Context: an optimization exercise on an open-source flow, tuned for small area, a short achievable clock period and few clock cycles. The choices shown serve that exercise and are no tape-out recipe.
In this exercise RTL edits were held to simulation tests only and were not proved equivalent to the original.

==> flow/design.v (excerpt) <==
module cprq_core (
    input  wire         clk,
    input  wire         rst,             
    input  wire         cmd_valid,
    output reg          cmd_ready,
    input  wire [31:0]  cmd_hdr,
    input  wire [31:0]  cmd_addr,
    input  wire [31:0]  cmd_a,
    input  wire [31:0]  cmd_b,
    input  wire [31:0]  cmd_c,
    output reg          rsp_valid,
    input  wire         rsp_ready,
    output reg  [1:0]   rsp_status,
    output reg          rsp_f0v,
    output reg          rsp_f1v,
    output reg  [111:0] rsp_frame0,
    output wire [111:0] rsp_frame1,
    output reg          crc_req_valid,
    input  wire         crc_req_ready,
    output reg  [87:0]  crc_req_msg,
    input  wire         crc_rsp_valid,
    output reg          crc_rsp_ready,
    input  wire [23:0]  crc_rsp_val
);
==> flow/config.mk <==
export PLATFORM = sky130hd
export DESIGN_NAME = cprq_core
export DESIGN_NICKNAME = cprq_core
export VERILOG_FILES = /design/flow/design.v
export SDC_FILE = /design/flow/constraint.sdc
export NUM_CORES = 4
export LEC_CHECK = 0
export CAP_MARGIN = 20
export CORE_MARGIN = 2
export CORE_UTILIZATION = 40
export SLEW_MARGIN = 20
==> flow/constraint.sdc <==
create_clock -name core_clock -period 34.0 [get_ports {clk}]
set_input_delay 6.8000 -clock core_clock [delete_from_list [all_inputs] [get_ports {clk}]]
set_output_delay 6.8000 -clock core_clock [all_outputs]
set_load 0.01 [all_outputs]
standard.sh (not shown) runs the stock make flow with config.mk's settings and CLKGATE_MAP_FILE= SYNTH_SCRIPT=/design/flow/synth_recipe.tcl, a recipe that flattens the netlist after the stock synthesis.
==> flow/flow/run.sh <==
#!/bin/bash
# Own layout flow: the standard flow (standard.sh) with
#  - synthesis through flow/synth.tcl: the standard flow's script, but ABC maps with an
#    area-recovering script at a realistic delay target; no full-adder
#    extraction and yosys's own carry-lookahead mapping (registers unchanged);
#  - timing repair aiming below the 34 ns constraint (SETUP_SLACK_MARGIN),
#    so that the achieved period is short. The SDC is the standard flow's, unchanged;
#  - every port still gets its buffer, but a plain buf_1 (BUFFER_PORTS_ARGS)
#    instead of the delay cell buffer_ports picks by default;
#  - larger clock-sink clusters (CTS_CLUSTER_SIZE), fewer clock buffers.
# Every tool's output goes to the ORFS logs under orfs/logs; make's own
# output goes to flow_make.log in this folder.
set -euo pipefail
W=$PWD
export FLOW_ABC_DELAY_PS=6000
bash standard.sh \
  SYNTH_SCRIPT=$W/flow/synth.tcl \
  ADDER_MAP_FILE= \
  SYNTH_OPERATIONS_ARGS=-nofsm \
  SETUP_SLACK_MARGIN=25.2 \
  CTS_CLUSTER_SIZE=24 \
  'BUFFER_PORTS_ARGS=-buffer_cell sky130_fd_sc_hd__buf_1' \
  finish > $W/flow_make.log 2>&1
==> flow/flow/synth.tcl <==
# The standard flow's synthesis script (synth_recipe.tcl) with one change: ABC maps with
# yosys's own area-recovering script at a realistic delay target instead of
# ORFS's fixed minimum-delay script. Registers are mapped before ABC, exactly
# as in the standard synthesis.
proc synth {args} { yosys synth -nofsm -noshare {*}$args }
proc abc {args} {
  set out {}
  set skip 0
  foreach a $args {
    if {$skip} { set skip 0; continue }
    if {$a eq "-script" || $a eq "-D"} { set skip 1; continue }
    lappend out $a
  }
  yosys abc {*}$out -D $::env(FLOW_ABC_DELAY_PS)
}
source $::env(SCRIPTS_DIR)/synth.tcl
# left out here: clear keep_hierarchy, flatten, clean up, hide names made inside functions, write 1_2_yosys.v
The baseline finished with timing, DRC and antenna clean.
Testbench counts at the start, summed over its fixed seeds: cycles 4,802.
Rerun with:
--- a/flow/flow/run.sh
+++ b/flow/flow/run.sh
@@ -7,4 +7 @@
-#    so that the achieved period is short. The SDC is the standard flow's, unchanged;
-#  - every port still gets its buffer, but a plain buf_1 (BUFFER_PORTS_ARGS)
-#    instead of the delay cell buffer_ports picks by default;
-#  - larger clock-sink clusters (CTS_CLUSTER_SIZE), fewer clock buffers.
+#    so that the achieved period is short. The SDC is the standard flow's, unchanged.
@@ -21,2 +17,0 @@
-  CTS_CLUSTER_SIZE=24 \
-  'BUFFER_PORTS_ARGS=-buffer_cell sky130_fd_sc_hd__buf_1' \
Result: The changed run ran to the end with no violations. Worst hold slack loses 0.0034 ns. Cell area is higher by a few percent. Routed wire length is higher by a few percent. Die area does not change. Non-clock buffer count is higher by 54. Setup slack loses 0.13 ns. Maximum frequency is lower slightly. Register-to-register slack loses 0.13 ns. Flip-flop and latch count is unchanged.
Rerun with:
--- a/flow/flow/run.sh
+++ b/flow/flow/run.sh
@@ -7 +7,4 @@
-#    so that the achieved period is short. The SDC is the standard flow's, unchanged.
+#    so that the achieved period is short. The SDC is the standard flow's, unchanged;
+#  - every port still gets its buffer, but a plain buf_1 (BUFFER_PORTS_ARGS)
+#    instead of the delay cell buffer_ports picks by default;
+#  - larger clock-sink clusters (CTS_CLUSTER_SIZE), fewer clock buffers.
@@ -17 +20,3 @@
-  SETUP_SLACK_MARGIN=25.2 \
+  SETUP_SLACK_MARGIN=24.8 \
+  CTS_CLUSTER_SIZE=24 \
+  'BUFFER_PORTS_ARGS=-buffer_cell sky130_fd_sc_hd__buf_1' \
After rerunning: Routed wire length fell by a few percent. Clock skew fell by 0.022 ns. Global-route usage fell by 0.65 points. Fmax rose slightly. Via count fell by a few percent. Cell area fell by a little under a tenth. Die area is unchanged.
Rerun with:
--- a/flow/flow/run.sh
+++ b/flow/flow/run.sh
@@ -10 +10 @@
-#  - larger clock-sink clusters (CTS_CLUSTER_SIZE), fewer clock buffers.
+#  - clock tree built from clkbuf_8 (CTS_BUF_LIST) instead of clkbuf_16.
@@ -20,2 +20,2 @@
-  SETUP_SLACK_MARGIN=24.8 \
-  CTS_CLUSTER_SIZE=24 \
+  SETUP_SLACK_MARGIN=25.2 \
+  CTS_BUF_LIST=sky130_fd_sc_hd__clkbuf_8 \
The new run passed the timing, design-rule and antenna checks.
Worst hold slack is about the same.
Non-clock buffer count goes up by 28.
Setup slack gets better by 0.18 ns.
Cell area goes up slightly.
Clock-buffer cell count goes up by 29.
Via count goes up slightly.
Flip-flop and latch count is unchanged.
Maximum frequency goes up by a few percent.
Rerun with:
--- a/flow/flow/run.sh
+++ b/flow/flow/run.sh
@@ -20 +20 @@
-  SETUP_SLACK_MARGIN=25.2 \
+  SETUP_SLACK_MARGIN=24.8 \
Cell count decreases by 0.78%.
Global-route usage increases by 0.23 points.
Routed wire length stays flat.
Register-to-register slack gets worse by 0.20 ns.
Sequential cell count does not change.
Fmax decreases by 2.2%.
Final area decreases by 1.7%.
Sequential share of layout area increases by 0.42 points.
Setup slack gets worse by 0.20 ns.
Rerun with:
--- a/flow/flow/run.sh
+++ b/flow/flow/run.sh
@@ -9,2 +9 @@
-#    instead of the delay cell buffer_ports picks by default;
-#  - clock tree built from clkbuf_8 (CTS_BUF_LIST) instead of clkbuf_16.
+#    instead of the delay cell buffer_ports picks by default.
@@ -20,2 +19 @@
-  SETUP_SLACK_MARGIN=24.8 \
-  CTS_BUF_LIST=sky130_fd_sc_hd__clkbuf_8 \
+  SETUP_SLACK_MARGIN=25.2 \
Effect:
- The changed run finished clean
- final area increases by a few percent
- register-to-register slack improves by 0.11 ns
- setup slack improves by 0.11 ns

separate check: timing with driven ports:
How much do the figures lean on ideal ports? The routed layouts below were timed once more, with nothing changed but the port constraints. Step 1 (the two cells are an assumption about what drives the block):
set clk [get_ports {clk}]
set_driving_cell -lib_cell sky130_fd_sc_hd__clkbuf_16 $clk
set_driving_cell -lib_cell sky130_fd_sc_hd__buf_2 [delete_from_list [all_inputs] $clk]
Step 2 adds t to the input delays and takes it off the output delays; t is the mean of the earliest and latest rising clock arrival at the registers after step 1. Input paths then give back, and output paths get back, about the clock's delay inside the block. Three values: ideal ports, drivers, drivers and shift; two values: the first two.
run	t (ns)	slack for setup (ns)	hold slack, ns
the first run	0.750	24.938 / 24.938 / 24.318	0.451 / 0.451 / 0.451
the second run	0.740	24.811 / 24.811 / 24.445	0.448 / 0.448 / 0.448
the third run	0.753	24.841 / 24.841 / 24.109	0.446 / 0.446 / 0.446
the fourth run	0.870	25.023 / 25.023 / 24.391	0.449 / 0.449 / 0.449
the fifth run	0.834	24.825 / 24.825 / 24.080	0.448 / 0.448 / 0.448
the sixth run	0.750	24.938 / 24.938 / 24.318	0.451 / 0.451 / 0.451
After both steps every run listed still meets setup and hold. The setup slack of the fifth run, which loses most, moves by 0.000 ns with the drivers and by -0.745 ns with both steps.
